This is an optimization exercise on Yosys and OpenROAD, whose aim is small area, a short achievable clock period and few clock cycles per item, not a production implementation. Only simulation tests tie the RTL to the original design; equivalence was not proved.

==> indigo <==
==> flow/design.v (excerpt) <==
module qr_rs_decoder (
  input  wire         clk,
  input  wire         rst,
  input  wire         cmd_valid,
  output wire         cmd_ready,
  input  wire [7:0]   cmd_n,
  input  wire [4:0]   cmd_k,
  input  wire         in_valid,
  output wire         in_ready,
  input  wire [7:0]   in_data,
  output reg          res_valid,
  output reg  [1:0]   res_err,
  output reg  [2:0]   res_sub,
  output reg  [3:0]   res_nerr,
  output wire [119:0] res_eloc,
  output wire [119:0] res_emag
);
  localparam KMAX = 30;
  function [7:0] gf_mul(input [7:0] a, input [7:0] b);
    integer i;
    reg [7:0] p, x;
    begin
      p = 8'h00;
      x = a;
      for (i = 0; i < 8; i = i + 1) begin
        if (b[i]) p = p ^ x;
        x = {x[6:0], 1'b0} ^ (x[7] ? 8'h1D : 8'h00);
      end
      gf_mul = p;
    end
  endfunction
  function [7:0] alpha_pow(input integer e);
    integer i;
    reg [7:0] x;
    begin
      x = 8'h01;
      for (i = 0; i < e; i = i + 1)
        x = {x[6:0], 1'b0} ^ (x[7] ? 8'h1D : 8'h00);
      alpha_pow = x;
    end
  endfunction
  function [3:0] g16_mul(input [3:0] a, input [3:0] b);
    integer m;
    reg [3:0] x;
    begin
      g16_mul = 4'h0;
      x = a;
      for (m = 0; m < 4; m = m + 1) begin
        if (b[m]) g16_mul = g16_mul ^ x;
  ...
clock: 12.0 ns
lec_check: 0
cap_margin: 20
core_margin: 2
core_utilization: 42
cts_cluster_diameter: 80
cts_cluster_size: 20
place_density: 0.6
slew_margin: 20
standard.sh (not shown) runs the stock make flow with config.mk's settings and CLKGATE_MAP_FILE= SYNTH_SCRIPT=/design/flow/synth_recipe.tcl, a recipe that flattens the netlist after the stock synthesis.
==> flow/flow/run.sh <==
#!/bin/bash
# The standard layout (standard.sh: the ORFS flow, synthesis unchanged), with
#  - port buffers of buf_4 rather than the resizer's weakest buffer, and
#  - timing repair (after CTS and after global routing) aiming for 8.5 ns of
#    setup slack, i.e. a 3.5 ns register-to-register delay.
# Each tool writes its full log under orfs/logs; the make output goes to standard.log.
set -euo pipefail
export BUFFER_PORTS_ARGS="-buffer_cell sky130_fd_sc_hd__buf_4"
export SETUP_SLACK_MARGIN=8.5
bash standard.sh > standard.log 2>&1
==> xenon: changes against indigo <==
--- a/flow/design.v
+++ b/flow/design.v
@@ -137,27 +137,27 @@
   reg       s1_full, s1_param;
   reg [7:0] s1_n;
   reg [4:0] s1_k;
   localparam [2:0] E_IDLE = 3'd0, E_TA = 3'd1, E_TB = 3'd2, E_DIV = 3'd3, E_END = 3'd4, E_T0 = 3'd5, E_T1 = 3'd6;
   localparam [2:0] K_CHIEN = 3'd0, K_PARAM = 3'd1, K_SYNZ = 3'd2, K_SUB3 = 3'd3, K_SUB5 = 3'd4;
   reg [2:0]  es;
-  reg [7:0]  R [0:KMAX-1];
-  reg [7:0]  Q [0:KMAX-1];
+  reg [7:0]  R [0:KMAX];
+  reg [7:0]  Q [0:KMAX];
   reg [7:0]  U [0:15];
   reg [7:0]  V [0:15];
   reg [4:0]  p;          
   reg [30:0] ph;         
   reg [4:0]  d, z;
   reg [63:0] sce;        
-  reg [7:0]  scn;        
   reg        first, looped;
   reg        c_idle, c_swap, c_norm, c_scale, c_shift;
   reg [11:0] lih;        
   reg [7:0]  linv;       
   reg [7:0]  rpq, qpq, sct;
   reg        ph2;        
+  reg        ph2m, ph2r;  
   reg [7:0]  n2;
   reg [4:0]  k2;
   reg [2:0]  kind2;
   localparam [1:0] C_IDLE = 2'd0, C_RUN = 2'd1, C_FL1 = 2'd2, C_FL2 = 2'd3;
   reg [1:0] cs;
   reg [7:0] sg [0:15];
@@ -170,13 +170,13 @@
   reg       a3v;
   reg [3:0] a3idx;
   reg [7:0] a3so, a3wo;
   reg       b3v;
   reg [3:0] b3idx;
   reg [11:0] b3inv;
-  reg [7:0] b3wo;
+  reg [63:0] b3woe;
   reg [7:0] eloc [0:14];
   reg [7:0] emag [0:14];
   genvar g;
   generate
     for (g = 0; g < 15; g = g + 1) begin : g_out
       assign res_eloc[8*g +: 8] = eloc[g];
@@ -259,44 +259,43 @@
   wire [30:0] phm = ph >> 1;
   reg  [7:0]  ra, rb, qb;
   always @* begin
     ra = 8'h00;
     rb = 8'h00;
     qb = 8'h00;
-    for (j = 0; j < KMAX; j = j + 1) begin
+    for (j = 0; j <= KMAX; j = j + 1) begin
       ra = ra | (R[j] & {8{ph[j]}});
       rb = rb | (R[j] & {8{phm[j]}});
       qb = qb | (Q[j] & {8{phm[j]}});
     end
   end
   wire [4:0] hk = (k2 + 5'd1) >> 1;       
   reg        anynz, hi;
   always @* begin
     anynz = 1'b0;
     hi    = 1'b0;
-    for (j = 0; j < KMAX; j = j + 1) begin
+    for (j = 0; j <= KMAX; j = j + 1) begin
       if (R[j] != 8'h00) begin
         anynz = 1'b1;
         if (j >= hk) hi = 1'b1;
       end
     end
   end
   reg  [7:0] pm [0:23];
   always @* begin
     for (j = 0; j < 24; j = j + 1)
-      pm[j] = gf_mulx(sce, !ph2 ? Q[j] : (j < 6) ? Q[24+j] : (j == 6) ? 8'h00 : (j < 23) ? V[j-7] : 8'h00);
+      pm[j] = gf_mulx(sce, !ph2m ? Q[j] : (j < 7) ? Q[24+j] : (j < 23) ? V[j-7] : 8'h00);
   end
   wire [7:0] sc_next  = rpq ^ gf_mulx(sce, qpq);
-  wire [7:0] sc_sel   = (es == E_TB && c_swap)            ? linv :
-                        (es == E_DIV && !ph2)             ? scn  :
-                        (es == E_DIV && ph2 && d != 5'd0) ? sct  : 8'h00;
   wire [7:0] rpq_next = rb ^ gf_mulx(sce, qb);
   wire ta_go = hi && (looped || anynz);
   wire ld = c_idle;
   always @(posedge clk) begin
     ph2  <= (es == E_DIV) & !ph2;
+    ph2m <= (es == E_DIV) & !ph2m;
+    ph2r <= (es == E_DIV) & !ph2r;
   end
   always @(posedge clk) begin
     if (rst) begin
       es     <= E_IDLE;
       c_idle <= 1'b1;
       c_swap <= 1'b0;
@@ -317,50 +316,48 @@
       c_norm <= (es == E_TA) && ta_go && (sct == 8'h00);
     end
   end
   always @(posedge clk) begin
     c_scale <= c_swap;
     c_shift <= (es == E_DIV) && !ph2 && (d != 5'd0);
-    for (j = 0; j < KMAX; j = j + 1)
-      R[j] <= ld ? ((j < s1_k) ? syn[j] : 8'h00) :
+    for (j = 0; j <= KMAX; j = j + 1)
+      R[j] <= ld ? ((j < KMAX && j < s1_k) ? syn[j] : 8'h00) :
               c_swap ? Q[j] :
               c_norm ? ((j > 0) ? R[j-1] : 8'h00) :
-              (j < 24) ? (ph2 ? R[j] : R[j] ^ pm[j]) :
-                         (ph2 ? R[j] ^ pm[j-24] : R[j]);
+              (j < 24) ? (ph2r ? R[j] : R[j] ^ pm[j]) :
+                         (ph2r ? R[j] ^ pm[j-24] : R[j]);
     for (j = 0; j < 16; j = j + 1)
       U[j] <= ld ? ((j == 0) ? 8'h01 : 8'h00) :
               c_swap ? V[j] :
               c_norm ? ((j > 0) ? U[j-1] : 8'h00) :
-              ph2 ? U[j] ^ pm[j+7] : U[j];
+              ph2r ? U[j] ^ pm[j+7] : U[j];
     if (ld) begin
-      for (j = 0; j < KMAX; j = j + 1) Q[j] <= (j == s1_k) ? 8'h01 : 8'h00;
+      for (j = 0; j <= KMAX; j = j + 1) Q[j] <= (j == s1_k) ? 8'h01 : 8'h00;
       for (j = 0; j < 16; j = j + 1)    V[j] <= 8'h00;
     end else if (c_swap) begin
-      for (j = 0; j < KMAX; j = j + 1) Q[j] <= (j > 0) ? R[j-1] : 8'h00;
+      for (j = 0; j <= KMAX; j = j + 1) Q[j] <= (j > 0) ? R[j-1] : 8'h00;
       for (j = 0; j < 16; j = j + 1)    V[j] <= (j > 0) ? U[j-1] : 8'h00;
     end else if (c_scale) begin
       for (j = 0; j < 24; j = j + 1) Q[j] <= pm[j];
     end else if (c_shift) begin
-      for (j = 0; j < KMAX; j = j + 1)
-        Q[j] <= (j == KMAX - 1) ? {7'd0, first & ph[KMAX-1]} :
-                (j + 1 < 24 || !first) ? Q[j+1] : pm[j+1-24];
+      for (j = 0; j <= KMAX; j = j + 1)
+        Q[j] <= (j >= KMAX) ? 8'h00 : (j + 1 < 24 || !first) ? Q[j+1] : pm[j+1-24];
       for (j = 0; j < 16; j = j + 1)
         V[j] <= (j == 15) ? 8'h00 : first ? pm[j+8] : V[j+1];
     end
     lih  <= gf_inv_a(sct);
     linv <= gf_inv_b(lih);
-    scn <= sc_sel;
-    sce <= gf_expand(sc_sel);
     if (ld) begin
       n2     <= s1_n;
       k2     <= s1_k;
       kind2  <= K_PARAM;
       p      <= s1_k - 5'd1;
       for (j = 0; j <= KMAX; j = j + 1) ph[j] <= (j + 1 == s1_k);
       z      <= 5'd0;
       looped <= 1'b0;
+      sce    <= 64'd0;
       qpq    <= 8'h00;
     end
     case (es)
       E_T0: begin
         sct <= ra;
         rpq <= rb;
@@ -368,12 +365,13 @@
       E_TA: begin
         kind2 <= (!looped && !anynz) ? K_SYNZ : !looped ? K_SUB5 : (U[0] == 8'h00) ? K_SUB3 : K_CHIEN;
       end
       E_TB: begin
         if (c_norm) z <= z + 5'd1;
         if (c_swap) begin
+          sce    <= gf_expand(linv);
           rpq    <= qpq;      
           qpq    <= rpq;      
           d      <= z + 5'd1;
           z      <= 5'd0;
           first  <= 1'b1;
           looped <= 1'b1;
@@ -383,12 +381,13 @@
         if (!ph2) begin
           sct <= sc_next;
           rpq <= rpq_next;
           if (first) qpq <= gf_mulx(sce, qpq);
         end else begin
           first <= 1'b0;
+          sce   <= (d != 5'd0) ? gf_expand(sct) : 64'd0;
           d     <= d - 5'd1;
           if (d != 5'd0) begin
             p  <= p - 5'd1;
             ph <= ph >> 1;
           end
         end
@@ -421,14 +420,13 @@
       res_valid <= (s3_take && kind2 != K_CHIEN) || emit;
       emit      <= (cs == C_FL1);
       a3v       <= c3_go;
       b3v       <= a3v;
       case (cs)
         C_IDLE: if (s3_load) cs <= C_RUN;
-        C_RUN:  if (pos == 8'd0 || rcnt_n == {1'b0, degs} ||
-                    (pos < 8'd16 && {1'b0, rcnt} + {2'b00, pos[3:0]} + 6'd1 < {2'b00, degs})) cs <= C_FL1;
+        C_RUN:  if (pos == 8'd0 || rcnt_n == {1'b0, degs}) cs <= C_FL1;
         C_FL1:  cs <= C_FL2;
         C_FL2:  cs <= s3_load ? C_RUN : C_IDLE;
       endcase
     end
   end
   always @(posedge clk) begin
@@ -473,10 +471,10 @@
     if (c3_go) eloc[rcnt[3:0]] <= pos;
     a3idx <= rcnt[3:0];
     a3so  <= sodd;
     a3wo  <= wsum;
     b3idx <= a3idx;
     b3inv <= gf_inv_a(a3so);
-    b3wo  <= a3wo;
-    if (b3v) emag[b3idx] <= gf_mul(b3wo, gf_inv_b(b3inv));
+    b3woe <= gf_expand(a3wo);
+    if (b3v) emag[b3idx] <= gf_mulx(b3woe, gf_inv_b(b3inv));
   end
 endmodule
Settings changed: CAP_MARGIN 20 to 30, CORE_UTILIZATION 42 to 45, PLACE_DENSITY 0.6 to 0.65, SLEW_MARGIN 20 to 40.
==> flow_summary.json <==
{
  "outcome": "timing/DRC/antenna clean",
  "cts_resized": 293,
  "met3_usage_pct": 17.78,
  "fin_area_mm2": 0.1356,
  "arrival_ns": 1.44,
  "synth_edf_count": 1071,
  "r2r_slack_ns": 8.37,
  "internal-power_mw": 23.44,
  "seq_cells": 1840,
  "p_sw_mw": 16.50,
  "critPathCapture": "res_err[1]"
}
-- figures above: xenon

==> flow_summary.json <==
{
  "clkCellAreaFrac_pct": 3.135,
  "synth_edf_count": 1063,
  "fin_area_mm2": 0.1315,
  "yosysUniqueCellTypes": 79,
  "cts_resized": 327,
  "seq_cells": 1766,
  "r2r_slack_ns": 8.32,
  "p_sw_mw": 23.28,
  "setup_ws_ns": 8.038,
  "internal-power_mw": 30.84,
  "critPathCapture": "res_sub[1]",
  "met3_usage_pct": 11.76,
  "outcome": "timing/DRC/antenna clean",
  "worstMarginPinSlew_ns": 1.281
}
-- figures above: indigo

Testbench counts of indigo, summed over its fixed seeds: cycles 23,072, blocks 240.
Testbench counts of xenon, summed over its fixed seeds: cycles 23,168, blocks 240.

static timing again, ports no longer ideal:
How much do the figures lean on ideal ports? The routed layouts below were timed once more, with nothing changed but the port constraints.
Step 1, drivers: a clkbuf_16 drives clk and a buf_2 each remaining input, both assumed.
Step 2 moves the port delays by t, midway between the first and last clock arrival at a register: inputs arrive t later, outputs are due t later. That takes back most of the time a late clock gives input paths.
Three values: ideal, step 1, step 2; two values: the first two.
run	t, ns	setup slack, ns	slew at the worst register clock pin (ns)
indigo	0.959	8.038 / 7.938 / 7.880	0.10 / 0.10
xenon	0.948	8.159 / 8.052 / 8.227	0.10 / 0.10
After both steps setup and hold are still met in every run listed. For indigo, which loses most, drivers alone change the setup slack by -0.100 ns; drivers and shift together by -0.158 ns.
